What follows belongs to an exercise in optimizing a design on an open flow for small area and few clock cycles; a production flow would make more cautious choices. Only simulation tests tie the RTL to the original design; equivalence was not proved. Power figures rest on the tool's default switching activity, not on a simulated workload.

## design/flow/design.v

```verilog
module txfq #(
    parameter RING      = 1024,          
    parameter MAXP      = 256,           
    parameter TIMEOUT   = 50             
) (
    input  wire        clk,
    input  wire        rst,
    input  wire        cmd_valid,
    output wire        cmd_ready,
    input  wire [39:0] cmd_word,
    input  wire        wdata_valid,
    output wire        wdata_ready,
    input  wire [7:0]  wdata,
    output wire        rsp_valid,
    output reg  [47:0] rsp_word,
    output wire        rdata_valid,
    output wire [7:0]  rdata,
    output wire        tx_valid,
    input  wire        tx_ready,
    output reg  [7:0]  tx_data,
    output wire        tx_last,
    input  wire        tx_busy,
    output wire        o_fsm_state,
    output wire [1:0]  o_retry_count,
    output wire [7:0]  o_pending_count,
    output wire [10:0] o_free_space,
    output wire        o_timer_active,
    output wire [2:0]  o_ev,
    output wire        o_send_busy
);
    localparam M   = 16;                 
    localparam PB  = 4;                  
    localparam K   = 80;                 
    localparam CAP = K * M;              
    localparam AW  = 11;                 
    localparam JW  = AW - PB;            
    localparam D   = 24;                 
    localparam DW  = 5;                  
    localparam UW  = 11;                 
    localparam OP_INIT  = 4'h0;
    localparam OP_RUN   = 4'h1;
    localparam OP_TICK  = 4'h2;
    localparam OP_ACK   = 4'h3;
    localparam OP_NACK  = 4'h4;
    localparam OP_WRITE = 4'h5;
    localparam OP_FETCH = 4'h6;
    localparam OP_COUNT = 4'h7;
    localparam ST_OK        = 3'd0;
    localparam ST_FULL      = 3'd1;
    localparam ST_TOO_LARGE = 3'd2;
    localparam ST_EMPTY     = 3'd3;
    localparam ST_ILLEGAL   = 3'd4;
    localparam S_IDLE  = 3'd0;
    localparam S_WWAIT = 3'd1;           
    localparam S_WPAY  = 3'd2;           
    localparam S_FETCH = 3'd3;           
    localparam S_TX    = 3'd4;           
    localparam F_HDR  = 2'd0;            
    localparam F_PAY  = 2'd1;
    localparam F_TAIL = 2'd2;            
    function [AW-1:0] add_cap;
        input [AW-1:0] a;
        input [AW-1:0] b;
        reg   [AW:0]   s;
        begin
            s = {1'b0, a} + {1'b0, b};
            add_cap = (s >= CAP) ? s - CAP : s[AW-1:0];
        end
    endfunction
    function [AW-1:0] sub_cap;           
        input [AW-1:0] a;
        input [AW-1:0] b;
        begin
            sub_cap = (a >= b) ? a - b : a + CAP - b;
        end
    endfunction
    function [AW-1:0] inc_cap;
        input [AW-1:0] a;
        begin
            inc_cap = (a == CAP - 1) ? {AW{1'b0}} : a + 1'b1;
        end
    endfunction
    function [31:0] crc32_byte;
        input [31:0] c;
        input [7:0]  b;
        integer k;
        reg [31:0] t;
        begin
            t = c ^ {24'd0, b};
            for (k = 0; k < 8; k = k + 1)
                t = t[0] ? ((t >> 1) ^ 32'hEDB88320) : (t >> 1);
            crc32_byte = t;
        end
    endfunction
    function [7:0] hdr_byte;
        input [1:0]  i;
        input [25:0] h;                  
        begin
            case (i)
                2'd0:    hdr_byte = h[25:18];
                2'd1:    hdr_byte = h[17:10];
                2'd2:    hdr_byte = h[7:0];
                default: hdr_byte = {h[9], 6'd0, h[8]};
            endcase
        end
    endfunction
    reg [UW-1:0] used;
    reg [7:0]    pending;
    reg          fsm_state;              
    reg [1:0]    retry_count;
    reg          ev_ack, ev_nack, ev_timeout;
    reg          timer_active;
    reg [31:0]   timer_start;
    reg          send_busy;
    reg          cur_ack;
    reg [7:0]    cur_type;
    reg          cur_dir;
    reg [8:0]    cur_len;
    reg [AW-1:0] cur_pay;                
    reg [7:0]    h_acksrc;
    reg [7:0]    h_type;
    reg          h_dir;
    reg [8:0]    h_len;
    reg [AW-1:0] hp;                     
    reg [AW-1:0] wr;                     
    assign o_fsm_state     = fsm_state;
    assign o_retry_count   = retry_count;
    assign o_pending_count = pending;
    assign o_free_space    = RING - used;
    assign o_timer_active  = timer_active;
    assign o_ev            = {ev_timeout, ev_nack, ev_ack};
    assign o_send_busy     = send_busy;
    reg [PB-1:0] ph;
    always @(posedge clk)
        ph <= rst ? {PB{1'b0}} : ph + 1'b1;
    wire          wen;                   
    wire [JW-1:0] wj;
    wire [7:0]    wbus;
    wire [8*K-1:0] taps;
    genvar g;
    generate
        for (g = 0; g < K; g = g + 1) begin : LP
            reg  [8*M-1:0] s;
            wire [7:0] tap = s[8*M-1 -: 8];
            always @(posedge clk)
                s <= {s[8*M-9:0], (wen && wj == g) ? wbus : tap};
            assign taps[8*g +: 8] = tap;
        end
    endgenerate
    reg  [AW-1:0] c;                     
    reg  [PB-1:0] age;                   
    wire [JW-1:0] cj  = c[AW-1:PB];
    wire [PB-1:0] cp  = c[PB-1:0];
    wire [JW-1:0] cj1 = (cj == K - 1) ? {JW{1'b0}} : cj + 1'b1;
    wire [JW-1:0] rsel = (ph >= cp) ? cj : cj1;
    localparam KP = 128;
    wire [8*KP-1:0] rt [0:JW];
    assign rt[0] = {{(8*(KP-K)){1'b0}}, taps};
    genvar lv, e;
    generate
        for (lv = 0; lv < JW; lv = lv + 1) begin : RTL
            for (e = 0; e < (KP >> (lv + 1)); e = e + 1) begin : RTE
                assign rt[lv+1][8*e +: 8] = rsel[lv] ? rt[lv][8*(2*e+1) +: 8]
                                                     : rt[lv][8*(2*e) +: 8];
            end
            if ((KP >> (lv + 1)) < KP) begin : RTZ
                assign rt[lv+1][8*KP-1 : 8*(KP >> (lv + 1))] = {(8*KP - 8*(KP >> (lv + 1))){1'b0}};
            end
        end
    endgenerate
    wire [7:0] rbus_raw = rt[JW][7:0];
    wire [7:0] rbus = (wen && wj == rsel) ? wbus : rbus_raw;
    reg  [8*(M-1)-1:0] dl;               
    always @(posedge clk)
        dl <= {dl[8*(M-2)-1:0], rbus};
    wire [PB-1:0] lag = ph - cp;
    reg  [7:0]    cbyte;
    integer q;
    always @(*) begin
        cbyte = rbus;
        for (q = 1; q < M; q = q + 1)
            if (lag == q) cbyte = dl[8*(q-1) +: 8];
    end
    reg  [AW-1:0] wq;
    wire          c_pending = sub_cap(c, wq) < sub_cap(wr, wq);
    wire          cvalid = (lag <= age) && !c_pending;
    reg  [8*D-1:0] wl;                   
    reg  [D-1:0]   accf;                 
    wire           acc_now;
    reg            w_cv;
    reg  [25:0]    w_ch;                 
    reg  [DW-1:0]  w_cd;                 
    reg  [2:0]     w_chi;                
    reg  [8:0]     w_cpc;                
    reg            w_nv;
    reg  [25:0]    w_nh;
    reg  [DW-1:0]  w_nd;
    reg            w_busy;
    reg  [DW:0]    w_rem;
    wire           w_slot   = w_cv && (ph == wq[PB-1:0]);
    wire           w_inhdr  = (w_chi != 3'd4);
    wire [7:0]     w_pbyte  = wl[8*(w_cd-1) +: 8];
    wire           w_pready = accf[w_cd-1];
    assign wen  = w_slot && (w_inhdr || w_pready);
    assign wj   = wq[AW-1:PB];
    assign wbus = w_inhdr ? hdr_byte(w_chi[1:0], w_ch) : w_pbyte;
    wire           w_last   = wen && (w_inhdr ? (w_chi == 3'd3 && w_cpc == 9'd0)
                                              : (w_cpc == 9'd1));
    wire           w_can_assign = !w_nv || w_last;
    reg [2:0]    state;
    reg [39:0]   cmd;
    reg          fits;
    reg [8:0]    cnt;                    
    reg [PB-1:0] acc_ph;                 
    reg [DW-1:0] acc_d;                  
    reg [1:0]    fsec;                   
    reg          tx_deq;                 
    reg [31:0]   crc;
    reg          rsp_r;                  
    reg          l_act;
    reg          l_need;
    reg [2:0]    l_k;
    wire [8:0]   cmd_len9 = cmd[32:24];
    wire [25:0]  cmd_hdr  = {cmd[11], cmd[10:4], cmd[19:12], cmd[20], cmd_len9};
    assign cmd_ready   = (state == S_IDLE) && !l_act;
    assign wdata_ready = (state == S_WPAY) && (cnt != 9'd0) && (!fits || ph == acc_ph);
    assign acc_now     = (state == S_WPAY) && fits && wdata_valid && wdata_ready;
    wire [31:0] crc_out = ~crc;
    always @(*) begin
        tx_data = cbyte;
        if (fsec == F_HDR) begin
            case (cnt[2:0])
                3'd0:    tx_data = 8'h7F;
                3'd1:    tx_data = 8'hFF;
                3'd2:    tx_data = cur_type;
                3'd3:    tx_data = cur_dir ? 8'hBB : 8'hAA;
                3'd4:    tx_data = cur_len[7:0];
                default: tx_data = {7'd0, cur_len[8]};
            endcase
        end else if (fsec == F_TAIL) begin
            case (cnt[2:0])
                3'd0:    tx_data = crc_out[7:0];
                3'd1:    tx_data = crc_out[15:8];
                3'd2:    tx_data = crc_out[23:16];
                3'd3:    tx_data = crc_out[31:24];
                3'd4:    tx_data = 8'hDF;
                default: tx_data = 8'hDE;
            endcase
        end
    end
    wire tx_pay   = (state == S_TX) && (fsec == F_PAY);
    assign tx_valid = (state == S_TX) && (fsec != F_PAY || cvalid);
    assign tx_last  = (state == S_TX) && (fsec == F_TAIL) && (cnt[2:0] == 3'd5);
    wire tx_xfer  = tx_valid && tx_ready;
    assign rdata_valid = (state == S_FETCH) && cvalid;
    assign rdata       = cbyte;
    assign rsp_valid = rsp_r || (tx_xfer && tx_last) ||
                       (rdata_valid && cnt == 9'd1);
    wire l_take = l_act && (!l_need || cvalid);
    wire [3:0]  op      = cmd_word[3:0];
    wire [15:0] w_len   = cmd_word[39:24];
    wire        w_fits  = ({1'b0, used} + 12'd5 + {3'd0, w_len[8:0]}) <= RING;
    wire        resend_next = fsm_state && !ev_ack &&
                              (ev_nack || (ev_timeout && retry_count != 2'd2));
    wire [AW-1:0] c_target = resend_next ? cur_pay : hp;
    wire [AW-1:0] hp_next  = add_cap(hp, {2'd0, h_len} + 11'd4);
    wire [DW:0]   new_d_unc = w_busy ? (w_rem + 6'd4)
                                     : {2'd0, wr[PB-1:0] - ph - 1'b1} + 6'd4;
    wire [DW-1:0] new_d     = (new_d_unc > D) ? D[DW-1:0] : new_d_unc[DW-1:0];
    task start_write;
        input [25:0] hd;
        begin
            if (w_cv && !w_last) begin
                w_nv <= 1'b1;
                w_nh <= hd;
                w_nd <= new_d;
            end else if (w_last && w_nv) begin
                w_nv <= 1'b1;
                w_nh <= hd;
                w_nd <= new_d;
            end else begin
                w_cv  <= 1'b1;
                w_ch  <= hd;
                w_cd  <= new_d;
                w_chi <= 3'd0;
                w_cpc <= hd[8:0];
            end
            w_busy <= 1'b1;
            w_rem  <= new_d_unc - 1'b1;
            acc_d  <= new_d;
            acc_ph <= ph + 1'b1 + (new_d_unc[PB-1:0] - new_d[PB-1:0]);
            if (hd[8:0] == 9'd0) begin
                wr      <= add_cap(wr, 11'd4);
                used    <= used + 11'd5;
                pending <= pending + 8'd1;
                if (pending == 8'd0) begin
                    h_acksrc <= hd[25:18];
                    h_type   <= hd[17:10];
                    h_dir    <= hd[9];
                    h_len    <= hd[8:0];
                end
                rsp_r <= 1'b1;
                state <= S_IDLE;
            end else begin
                state <= S_WPAY;
            end
        end
    endtask
    integer i;
    always @(posedge clk) begin
        wl   <= {wl[8*(D-1)-1:0], wdata};
        accf <= {accf[D-2:0], acc_now};
        rsp_r <= 1'b0;
        if (wen) begin
            wq <= inc_cap(wq);
            if (w_inhdr) w_chi <= w_chi + 1'b1;
            else         w_cpc <= w_cpc - 1'b1;
        end
        if (w_last) begin
            if (w_nv) begin
                w_ch  <= w_nh;
                w_cd  <= w_nd;
                w_chi <= 3'd0;
                w_cpc <= w_nh[8:0];
                w_nv  <= 1'b0;
            end else begin
                w_cv  <= 1'b0;
            end
        end
        if (w_busy) begin
            if (w_rem == 0) w_busy <= 1'b0;
            else            w_rem  <= w_rem - 1'b1;
        end
        if (acc_now) begin
            w_busy <= 1'b1;
            w_rem  <= {1'b0, acc_d} - 1'b1;
            acc_ph <= acc_ph + 1'b1;
        end
        if (age != M - 1) age <= age + 1'b1;
        if (l_take) begin
            c   <= inc_cap(c);
            l_k <= l_k + 1'b1;
            case (l_k[1:0])
                2'd0: h_acksrc <= cbyte;
                2'd1: h_type   <= cbyte;
                2'd2: h_len[7:0] <= cbyte;
                default: begin h_len[8] <= cbyte[0]; h_dir <= cbyte[7]; end
            endcase
            if (l_k == 3'd3) l_act <= 1'b0;
        end
        case (state)
        S_IDLE: begin
            if (!l_act && c != c_target) begin
                c   <= c_target;
                age <= {PB{1'b0}};
            end
            if (cmd_valid && cmd_ready) begin
                cmd <= cmd_word;
                case (op)
                OP_INIT: begin
                    used         <= {UW{1'b0}};
                    pending      <= 8'd0;
                    fsm_state    <= 1'b0;
                    retry_count  <= 2'd0;
                    ev_ack       <= 1'b0;
                    ev_nack      <= 1'b0;
                    ev_timeout   <= 1'b0;
                    timer_active <= 1'b0;
                    send_busy    <= 1'b0;
                    hp           <= 11'd4;
                    wr           <= {AW{1'b0}};
                    wq           <= {AW{1'b0}};
                    w_cv         <= 1'b0;
                    w_nv         <= 1'b0;
                    w_busy       <= 1'b0;
                    accf         <= {D{1'b0}};
                    rsp_r        <= 1'b1;
                    rsp_word     <= {45'd0, ST_OK};
                end
                OP_RUN: begin
                    rsp_word <= {45'd0, ST_OK};
                    if (fsm_state == 1'b0) begin
                        if (pending != 8'd0) begin
                            cur_ack  <= h_acksrc[7];
                            cur_type <= h_type;
                            cur_dir  <= h_dir;
                            cur_len  <= h_len;
                            cur_pay  <= hp;
                            hp       <= hp_next;
                            used     <= used - ({2'd0, h_len} + 11'd5);
                            pending  <= pending - 8'd1;
                            retry_count <= 2'd0;
                            ev_ack <= 1'b0; ev_nack <= 1'b0; ev_timeout <= 1'b0;
                            if (tx_busy) send_busy <= 1'b1;
                            if (h_acksrc[7]) begin
                                timer_start  <= cmd_word[39:8];
                                timer_active <= 1'b1;
                                fsm_state    <= 1'b1;
                            end else begin
                                timer_active <= 1'b0;
                                fsm_state    <= 1'b0;
                            end
                            rsp_word <= {39'd0, 1'b0, !h_acksrc[7], tx_busy ? 2'd2 : 2'd1,
                                         1'b1, 1'b0, ST_OK};
                            tx_deq <= 1'b1;
                            l_need <= (pending != 8'd1);
                            state  <= S_TX;
                            fsec   <= F_HDR;
                            cnt    <= 9'd0;
                            crc    <= 32'hFFFFFFFF;
                            if (c != hp) begin
                                c   <= hp;
                                age <= {PB{1'b0}};
                            end
                        end else begin
                            rsp_r <= 1'b1;
                        end
                    end else if (ev_ack) begin
                        ev_ack <= 1'b0; ev_nack <= 1'b0; ev_timeout <= 1'b0;
                        timer_active <= 1'b0;
                        fsm_state    <= 1'b0;
                        rsp_r    <= 1'b1;
                        rsp_word <= {39'd0, 1'b0, 1'b1, 2'd0, 1'b0, 1'b0, ST_OK};
                    end else if (ev_nack || (ev_timeout && retry_count != 2'd2)) begin
                        if (!ev_nack) retry_count <= retry_count + 2'd1;
                        ev_ack <= 1'b0; ev_nack <= 1'b0; ev_timeout <= 1'b0;
                        if (tx_busy) send_busy <= 1'b1;
                        timer_start  <= cmd_word[39:8];
                        timer_active <= 1'b1;
                        rsp_word <= {39'd0, 1'b0, 1'b0, tx_busy ? 2'd2 : 2'd1,
                                     1'b0, 1'b0, ST_OK};
                        tx_deq <= 1'b0;
                        state  <= S_TX;
                        fsec   <= F_HDR;
                        cnt    <= 9'd0;
                        crc    <= 32'hFFFFFFFF;
                        if (c != cur_pay) begin
                            c   <= cur_pay;
                            age <= {PB{1'b0}};
                        end
                    end else if (ev_timeout) begin
                        ev_ack <= 1'b0; ev_nack <= 1'b0; ev_timeout <= 1'b0;
                        timer_active <= 1'b0;
                        fsm_state    <= 1'b0;
                        rsp_r    <= 1'b1;
                        rsp_word <= {39'd0, 1'b1, 1'b0, 2'd0, 1'b0, 1'b0, ST_OK};
                    end else begin
                        rsp_r <= 1'b1;
                    end
                end
                OP_TICK: begin
                    if (timer_active && (cmd_word[39:8] - timer_start) >= TIMEOUT) begin
                        ev_timeout   <= 1'b1;
                        timer_active <= 1'b0;
                    end
                    rsp_r    <= 1'b1;
                    rsp_word <= {45'd0, ST_OK};
                end
                OP_ACK: begin
                    ev_ack   <= 1'b1;
                    rsp_r    <= 1'b1;
                    rsp_word <= {45'd0, ST_OK};
                end
                OP_NACK: begin
                    ev_nack  <= 1'b1;
                    rsp_r    <= 1'b1;
                    rsp_word <= {45'd0, ST_OK};
                end
                OP_WRITE: begin
                    if (w_len > MAXP) begin
                        rsp_r    <= 1'b1;
                        rsp_word <= {45'd0, ST_TOO_LARGE};
                    end else begin
                        fits     <= w_fits;
                        cnt      <= w_len[8:0];
                        rsp_word <= {45'd0, w_fits ? ST_OK : ST_FULL};
                        if (!w_fits) begin
                            if (w_len[8:0] == 9'd0) rsp_r <= 1'b1;
                            else                    state <= S_WPAY;
                        end else if (w_can_assign) begin
                            start_write({cmd_word[11], cmd_word[10:4], cmd_word[19:12],
                                         cmd_word[20], w_len[8:0]});
                        end else begin
                            state <= S_WWAIT;
                        end
                    end
                end
                OP_FETCH: begin
                    if (pending == 8'd0) begin
                        rsp_r    <= 1'b1;
                        rsp_word <= {45'd0, ST_EMPTY};
                    end else begin
                        rsp_word <= {4'd0, 7'd0, h_len, h_dir ? 8'hBB : 8'hAA, h_type,
                                     h_acksrc, 1'b0, ST_OK};
                        if (h_len == 9'd0) begin
                            rsp_r <= 1'b1;
                        end else begin
                            state <= S_FETCH;
                            cnt   <= h_len;
                            if (c != hp) begin
                                c   <= hp;
                                age <= {PB{1'b0}};
                            end
                        end
                    end
                end
                OP_COUNT: begin
                    rsp_r    <= 1'b1;
                    rsp_word <= {32'd0, pending, 5'd0, ST_OK};
                end
                default: begin
                    rsp_r    <= 1'b1;
                    rsp_word <= {45'd0, ST_ILLEGAL};
                end
                endcase
            end
        end
        S_WWAIT: begin
            if (w_can_assign)
                start_write(cmd_hdr);
        end
        S_WPAY: begin
            if (wdata_valid && wdata_ready) begin
                cnt <= cnt - 9'd1;
                if (cnt == 9'd1) begin
                    if (fits) begin
                        wr      <= add_cap(wr, {2'd0, cmd_len9} + 11'd4);
                        used    <= used + {2'd0, cmd_len9} + 11'd5;
                        pending <= pending + 8'd1;
                        if (pending == 8'd0) begin
                            h_acksrc <= cmd_hdr[25:18];
                            h_type   <= cmd_hdr[17:10];
                            h_dir    <= cmd_hdr[9];
                            h_len    <= cmd_hdr[8:0];
                        end
                    end
                    rsp_r <= 1'b1;
                    state <= S_IDLE;
                end
            end
        end
        S_FETCH: begin
            if (cvalid) begin
                c   <= inc_cap(c);
                cnt <= cnt - 9'd1;
                if (cnt == 9'd1)
                    state <= S_IDLE;
            end
        end
        S_TX: begin
            if (tx_xfer) begin
                if (fsec == F_HDR) begin
                    if (cnt[2:0] >= 3'd2)
                        crc <= crc32_byte(crc, tx_data);
                    if (cnt[2:0] == 3'd5) begin
                        if (cur_len == 9'd0) begin
                            fsec <= F_TAIL;
                            cnt  <= 9'd0;
                            if (tx_deq) begin
                                l_act <= 1'b1;
                                l_k   <= 3'd0;
                            end
                        end else begin
                            fsec <= F_PAY;
                            cnt  <= cur_len;
                        end
                    end else begin
                        cnt <= cnt + 9'd1;
                    end
                end else if (fsec == F_PAY) begin
                    crc <= crc32_byte(crc, tx_data);
                    c   <= inc_cap(c);
                    if (cnt == 9'd1) begin
                        fsec <= F_TAIL;
                        cnt  <= 9'd0;
                        if (tx_deq) begin
                            l_act <= 1'b1;
                            l_k   <= 3'd0;
                        end
                    end else begin
                        cnt <= cnt - 9'd1;
                    end
                end else begin
                    if (cnt[2:0] == 3'd5)
                        state <= S_IDLE;
                    else
                        cnt <= cnt + 9'd1;
                end
            end
        end
        default: state <= S_IDLE;
        endcase
        if (rst) begin
            state        <= S_IDLE;
            rsp_r        <= 1'b0;
            used         <= {UW{1'b0}};
            pending      <= 8'd0;
            fsm_state    <= 1'b0;
            retry_count  <= 2'd0;
            ev_ack       <= 1'b0;
            ev_nack      <= 1'b0;
            ev_timeout   <= 1'b0;
            timer_active <= 1'b0;
            send_busy    <= 1'b0;
            hp           <= 11'd4;
            wr           <= {AW{1'b0}};
            wq           <= {AW{1'b0}};
            c            <= 11'd4;
            age          <= {PB{1'b0}};
            w_cv         <= 1'b0;
            w_nv         <= 1'b0;
            w_busy       <= 1'b0;
            accf         <= {D{1'b0}};
            l_act        <= 1'b0;
            fsec         <= F_HDR;
            cnt          <= 9'd0;
        end
    end
endmodule
```

## design/flow/config.mk

```make
export PLATFORM = sky130hd
export DESIGN_NAME = txfq
export DESIGN_NICKNAME = txfq
export VERILOG_FILES = /design/flow/design.v
export SDC_FILE = /design/flow/constraint.sdc
export NUM_CORES = 8
export LEC_CHECK = 0
export CAP_MARGIN = 20
export CORE_MARGIN = 2
export CORE_UTILIZATION = 35
export SLEW_MARGIN = 20
export SYNTH_MEMORY_MAX_BITS = 16384
```

## design/flow/constraint.sdc

```tcl
create_clock -name core_clock -period 12.0 [get_ports {clk}]
set_input_delay 2.4000 -clock core_clock [delete_from_list [all_inputs] [get_ports {clk}]]
set_output_delay 2.4000 -clock core_clock [all_outputs]
set_load 0.01 [all_outputs]
```

## design/flow/run.sh

```bash
#!/bin/bash
# synth_recipe.tcl (not shown) runs the flow's synth.tcl, then flattens the netlist and writes it again
# the make line also repeats each setting of config.mk as NAME=value (left out here)
make -C /OpenROAD-flow-scripts/flow DESIGN_CONFIG=/design/flow/config.mk WORK_HOME=/design/flow/orfs CLKGATE_MAP_FILE= SYNTH_SCRIPT=/design/flow/synth_recipe.tcl finish
```

==> run summary, run 1 <==
Die Y=862 µm; violated layout checks=antenna violations; Worst Hold Class=register to register; Post-Syn Area=around 260000 µm²; Layout area overhead=18.1%; Sink Count=10944; Largest delay share family, worst path=compound AO/OA/AOI/OAI gates; DR pass1 iterations=8; Post-Layout Cell Count=around 28000; CTS tree=yes; RSZ-0062 raised after global routing=false; Tightest Pin Transition=1.12 ns; achievable frequency=90.9 MHz; crit path max-delay cell type=and2_2; synth cell count leaders=dfxtp_1, nand2_1, nor2_1; crit-path max FO=27; final hold vios=0; area post-placement=271000 µm²; Switching Fraction=between 20% and 30%; WL/cell=roughly 19 µm; CTS Hold Buffers Added=0; reg-to-reg slack, setup=about 3.6 ns; endpoint type of the worst setup path=output port; Vias/cell=4.21; post-route ant nets=1; crit path kind=register to output port; Syn Area/Cell=15.3 µm²; YS warnings=1; Rows=roughly 320; CP bufs+invs=4; register area share after synthesis=85.7%; Clock power frac=41.8%; worst skew pair latency=1.26 ns; layout cells sized above 1=11.0%; antenna violations before repair=43; H-tree levels=6; Die Area=744000 µm²; hold endpoint=LP[9].s[100]$_DFF_P_; clock root cell=clkbuf_16; final hold slack=0.194 ns; post-synth top area share=83.5%; cts bufs inserted=940; period utilization=about nine tenths; Die Width=862 µm; Post-route DRC=0; Critical R2R Launch=c[2]$_SDFF_PP1_; Initial Util=35.1%; cts repair resizes=0; static leakage=120 nW; R2R Path End=crc[18]$_SDFFCE_PN1P_; Ports=151; Synth area leader=dfxtp_1; worst reg2reg path depth=17; CTS Buffer Depth=4; vias in the first global route=around 120k; status=finished with violations; worst vdd ir=0.171 mV; first-pass GRT wire length=approximately 760000 µm; top post-synthesis cells by area=dfxtp_1, edfxtp_1, nand2_1; final instance area=roughly 300000 µm²; slowest cell delay on critical path=0.99 ns; Top FF cell, synth=dfxtp_1; clk slew on worst S/H paths=0.07 ns; largest net degree at the start of global routing=71; Netlist cell types=121; PortBufs=136; setup violators final=0; HP Start=LP[9].s[92]$_DFF_P_; Max-Cap Viols=0; gpl congestion=~0.9; Post-synth EDFFs=188; worst path required time=9.60 ns; post-CTS setup repair buffer count=0; Slew headroom=25.4%; TNS Setup=0 ns; CORE AREA=735000 µm²; internal power consumption=56.4 mW; Async SR Flop Fraction=0%; Max Slew Vio Count=0; Worst Path Arrival=8.61 ns; clk_skew=0.210 ns; dpl hpwl=351000 µm; placed cells=26605; pwr/cell area=roughly 240 nW/µm²; sequential share of power=roughly 50%; Min Clock Period, post-route=11.01 ns; final net count=18042; Initial DRC Count=about 8300; Critical Path Start=c[2]$_SDFF_PP1_; crit start category=register; WL final=526000 µm; Critical Path, Cell by Cell=clkinv_1, ha_1, nand2_1, o211ai_1, and2_2, xnor2_1, a2111o_1, a2111oi_4, buf_4, a211oi_2, o31ai_1, a31oi_1, o31a_1, inv_1, clkdlybuf4s50_1; Psw=between 15 and 20 mW; via count=119388; most common cell in the netlist=dfxtp_1; Logic pwr share=8.3%; cell count after synthesis=approximately 17000; gr usage total=13.8%; Remaining Overflow, GRT=0; flops & latches, synth=10944; Hold Path Depth=0
registers in the layout, summed over array words and instances, names as in the netlist, 9 cells and up:
register and cells:
c 11, crc 32, cur_pay 11, w_ch 26, accf 24, dl 120, wq 11, cnt 9
h_len 9, w_cpc 9, used 11, LP.s 10240, wl 192, rsp_word 30, wr 11, cur_len 9
timer_start 32, hp 11, w_nh 26, cmd 26
area by class of cell:
cell class                      instances  area [µm²]
Clock inverter                        415        5820
Tap cell                             9827       12300
Inverter                              273        1020
Fill cell                           65738      430000
Timing Repair Buffer                  333        2960
Antenna cell                           22        55.1
Clock buffer                         1332       27300
Sequential cell                     10944      221000
Multi-Input combinational cell       5229       34200
through the flow:
step / setup WS [ns] / power, mW / util [%]
floorplan: 4.48 / 41.1 / -
global placement: 2.34 / 43.8 / 36.9
detailed placement: 2.30 / 43.8 / 36.9
CTS: 1.01 / 74.7 / 41.4
global route: 0.596 / 76.6 / 41.4
finish: 0.995 / 74.0 / 41.4
metal layers:
metal	share of wire [%]	vias to the layer above	GRT usage (%)
li1	-	57293	-
met1	48	57841	19.5
met2	43	3242	20.8
met3	5.2	1010	2.31
met4	4.4	2	5.94
met5	0.0053	-	0
how the worst max path moves through the flow:
stage                 endpoint  slack, ns  cells after the start
global route        tx_data[6]       0.60                     15
detailed placement  tx_data[6]       2.30                     15
global placement    tx_data[6]       2.34                     15
CTS                   rdata[3]       1.01                     15
finish              tx_data[6]       0.99                     15
floorplan           tx_data[2]       4.48                     20
cells in the final DEF (no fill, tap or decap), types with 33 or more instances in the layout:
cell	netlist	routed
buf_4	49	187
nor3_1	116	109
xnor2_1	179	178
a21oi_1	614	606
nand2_1	1001	995
a211oi_1	81	80
and2_1	44	43
clkinv_16	0	48
mux2i_1	239	239
edfxtp_1	188	188
clkdlybuf4s50_1	0	135
o21ai_0	539	535
clkinv_2	0	198
a22oi_1	73	71
clkbuf_16	0	947
xor2_1	74	72
mux4_2	108	108
o21bai_1	33	33
clkbuf_8	0	211
nand3_1	212	212
clkinvlp_4	0	34
o211ai_1	46	46
ha_1	238	236
nor4_1	35	34
bufinv_16	0	89
nor2_1	720	702
a31oi_1	74	72
clkbuf_1	340	172
o22ai_1	68	68
and3_1	54	54
dfxtp_1	10756	10754
inv_1	264	264
a21o_1	42	42
nand4_1	46	46
power groups by stage:
stage               combinational (mW)  sequential (mW)  clock [mW]
global route                      6.47             36.9        33.2
finish                            6.12             36.9        31.0
detailed placement                6.08             37.8           0
CTS                               6.11             36.9        31.7
global placement                  6.09             37.7           0
floorplan                         3.40             37.7           0
logic make-up after synthesis:
group,Yosys count,synth area share [%]
flops,10944,85.7
buf+inv,745,1.23
other cells,1,0.00145
simple gates,2370,3.97
mux,382,2.04
xor+xnor,279,1.08
fa+ha+maj,267,1.38
compound gates,1917,4.63
Testbench counts, summed over its fixed seeds: cycles 399,415.
==> run 2, diff against run 1 <==
--- a/design/flow/config.mk
+++ b/design/flow/config.mk
@@ -8,5 +8,5 @@
 export CAP_MARGIN = 20
 export CORE_MARGIN = 2
-export CORE_UTILIZATION = 35
+export CORE_UTILIZATION = 60
 export SLEW_MARGIN = 20
 export SYNTH_MEMORY_MAX_BITS = 16384
==> run summary, run 2 <==
status=complete, no violations; crit path kind=register to output port; Netlist cell types=121 (unchanged); period utilization=89.2% (-2.6 points); worst reg2reg path depth=17 (unchanged); crit path max-delay cell type=o211ai_1; final hold vios=0 (unchanged); met1 usage=35.4% (+16 points); HP Start=LP[59].s[68]$_DFF_P_; worst vdd ir=0.208 mV (+22%); Layout area overhead=15.3%; max reg flops=10240 (unchanged); worst path required time=9.60 ns (about the same); synth cell count leaders=dfxtp_1, nand2_1, nor2_1; CTS Buffer Depth=4 (unchanged); Initial Util=60.3% (+25 points); PortBufs=136 (unchanged); Worst Hold Class=register to register; most common cell in the netlist=dfxtp_1; cell count after synthesis=16905 (unchanged); post-synth top area share=83.5% (unchanged); Largest delay share family, worst path=simple AND/OR/NAND/NOR gates; reg-to-reg slack, setup=3.90 ns (+0.33 ns); Post-Syn Area=258000 µm² (unchanged); largest net degree at the start of global routing=79 (+11%); Remaining Overflow, GRT=0 (unchanged); gr usage total=25.0% (+11 points); hold endpoint=LP[59].s[76]$_DFF_P_; vias in the first global route=114059 (-1.5%); met2 GRT Util=38.2% (+17 points); Initial DRC Count=9426 (+14%); antenna violations before repair=35 (-19%); cts repair resizes=0 (unchanged); Syn Area/Cell=15.3 µm² (unchanged); slowest cell delay on critical path=0.90 ns (-0.09 ns); final net count=17996 (-0.25%); Hold Path Depth=0 (unchanged); pwr/cell area=244 nW/µm² (+0.38%); CP bufs+invs=4 (unchanged); dpl hpwl=370000 µm (+5.6%); CTS Hold Buffers Added=0 (unchanged); flops & latches, synth=10944 (unchanged); Die Area=435000 µm² (-41%); RSZ-0062 raised after global routing=false; register with the most flip-flops=LP.s; Min Clock Period, post-route=10.70 ns (-0.307 ns); Post-route DRC=0 (unchanged); most frequent cells in the layout=dfxtp_1, nand2_1, clkbuf_16, nor2_1, a21oi_1; CTS tree=yes; DR pass1 iterations=6 (-2); R2R Path End=crc[18]$_SDFFCE_PN1P_; largest registers=LP.s x10240, wl x192, dl x120; Critical Path, Cell by Cell=clkinv_1, ha_1, nand2_1, o211ai_1, nand2_4, buf_4, mux4_2, nand2_1, and3_1, or4_1, nand4bb_1, o21ai_1, nand3_1, a21boi_1, buf_4, mux2_2, clkdlybuf4s50_1; commonest non-fill, non-tap cell in the layout=dfxtp_1; static leakage=119 nW (-0.85%); crit-path max FO=37 (+37%); GRT Max-Usage Layer=met2; YS warnings=1 (unchanged); Max-Cap Viols=0 (unchanged); first-pass GRT wire length=784000 µm (+2.7%); Critical R2R Launch=c[2]$_SDFF_PP1_; register area share after synthesis=85.7% (unchanged); Async SR Flop Fraction=0% (unchanged); Worst Path Arrival=8.30 ns (-0.31 ns); gpl congestion=0.913 (+2.2%); crit start category=register; TNS Setup=0 ns (unchanged); CORE AREA=428000 µm² (-42%); endpoint type of the worst setup path=output port; Max Slew Vio Count=0 (unchanged); achievable frequency=93.5 MHz (+2.9%); Sink Count=10944 (unchanged); top post-synthesis cells by area=dfxtp_1, edfxtp_1, nand2_1; worst skew pair latency=1.13 ns (-0.13 ns); clk_skew=0.111 ns (-0.0994 ns); via count=119179 (-0.18%); post-route ant nets=0 (-1); WL/cell=22.7 µm (+23%); post-CTS setup repair buffer count=0 (unchanged); Vias/cell=4.93 (+17%); Post-synth EDFFs=188 (unchanged); Power Total=72.5 mW (-2.0%); Slew headroom=22.6% (-2.8 points); H-tree levels=6 (unchanged); Filler cells=28702 (-56%); WL final=550000 µm (+4.6%); Synth area leader=dfxtp_1; Die Width=660 µm (-24%); clk slew on worst S/H paths=0.06 ns (about the same); cts bufs inserted=912 (-3.0%); clock root cell=clkbuf_16; Ports=151 (unchanged); Top FF cell, synth=dfxtp_1; Tightest Pin Transition=1.16 ns (+0.0420 ns); Rows=240 (-24%); setup violators final=0 (unchanged); Die Y=660 µm (-24%); layout cells sized above 1=10.4% (-0.64 points); met3 Track Usage GR=4.24% (+1.9 points)
[run 2: cell types whose count changed in the layout (fill, tap and decap cells not counted), moves of 5 or more]
cell	delta
clkbuf_1	+56
bufinv_16	-35
clkinv_2	-33
clkbuf_16	-27
clkbuf_8	+19
buf_4	-15
clkinvlp_4	-12
clkinv_16	-11
inv_6	-11
buf_12	-5
clkinv_4	-5
[run 2: worst max-delay path by stage]
stage	startpoint	end	slack, ns	cells after the start
CTS	c[2]$_SDFF_PP1_	tx_data[0]	1.31	17
global route	c[2]$_SDFF_PP1_	tx_data[0]	0.99	17
global placement	c[2]$_SDFF_PP1_	tx_data[0]	2.59	17
floorplan	w_cd[0]$_DFF_P_	tx_data[2]	4.48	20
finish	c[2]$_SDFF_PP1_	tx_data[0]	1.30	17
detailed placement	c[2]$_SDFF_PP1_	tx_data[0]	2.46	17
[run 2: per-stage QoR]
step	worst slack (ns)	utilization (%)	hold WS [ns]	cells	cell area, µm²
6_report	1.30	69.5	0.264	24161	297000
5_1_grt	0.993	69.5	0.284	24144	297000
4_1_cts	1.31	69.5	0.280	24138	297000
3_5_place_dp	2.46	62.2	0.312	22446	266000
3_3_place_gp	2.59	62.2	0.309	22446	266000
2_1_floorplan	4.48	-	0.310	16918	258000
[run 2: cell type report]
type | instances | area, µm² | share of cell area, %
clock inverter | 314 | 4130 | 1.39
antenna | 21 | 52.6 | 0.0177
multi-input combinational | 5229 | 34200 | 11.5
inverter | 273 | 1020 | 0.345
tap | 5687 | 7120 | 2.39
sequential | 10944 | 221000 | 74.3
clock buffer | 1378 | 27000 | 9.10
timing repair buffer | 315 | 2780 | 0.936
[run 2: cell families after synthesis]
kind of cell    share of synthesized area, %
compound gates                          4.63
xor+xnor                                1.08
fa+ha+maj                               1.38
buf+inv                                 1.23
flops                                   85.7
mux                                     2.04
other cells                          0.00145
simple gates                            3.97
[run 2: metal layers]
metal | up-vias | wire length, µm
li1 | 57164 | -
met3 | 1012 | 31100
met4 | 2 | 26000
met5 | - | 11
met2 | 3362 | 240000
met1 | 57639 | 253000
[run 2: report_power, final]
group          switching [mW]  total (mW)  leakage [nW]  internal (mW)
sequential              0.228        36.9          88.4           36.7
combinational            4.26        6.01          15.3           1.75
clock                    12.8        29.6          15.3           16.8

## port drivers added, routing unchanged
Ports are ideal in the flow. The routed layouts listed here were re-timed in OpenROAD.
Step 1 sets driving cells, clkbuf_16 on the clock port and buf_2 on the other inputs (assumed; they add their load-dependent delay and slew).
Step 2 moves the port delays by t, midway between the first and last clock arrival at a register: inputs arrive t later, outputs are due t later. That takes back most of the time a late clock gives input paths.
Slacks: ideal / step 1 / step 2; pairs: ideal / step 1.
run	t (ns)	setup WS [ns]	slew at the worst register clock pin (ns)	pins driven straight from the clock port
run 1	1.305	0.995 / 0.847 / 2.152	0.07 / 0.07	1
run 2	1.192	1.302 / 1.182 / 2.375	0.08 / 0.08	1
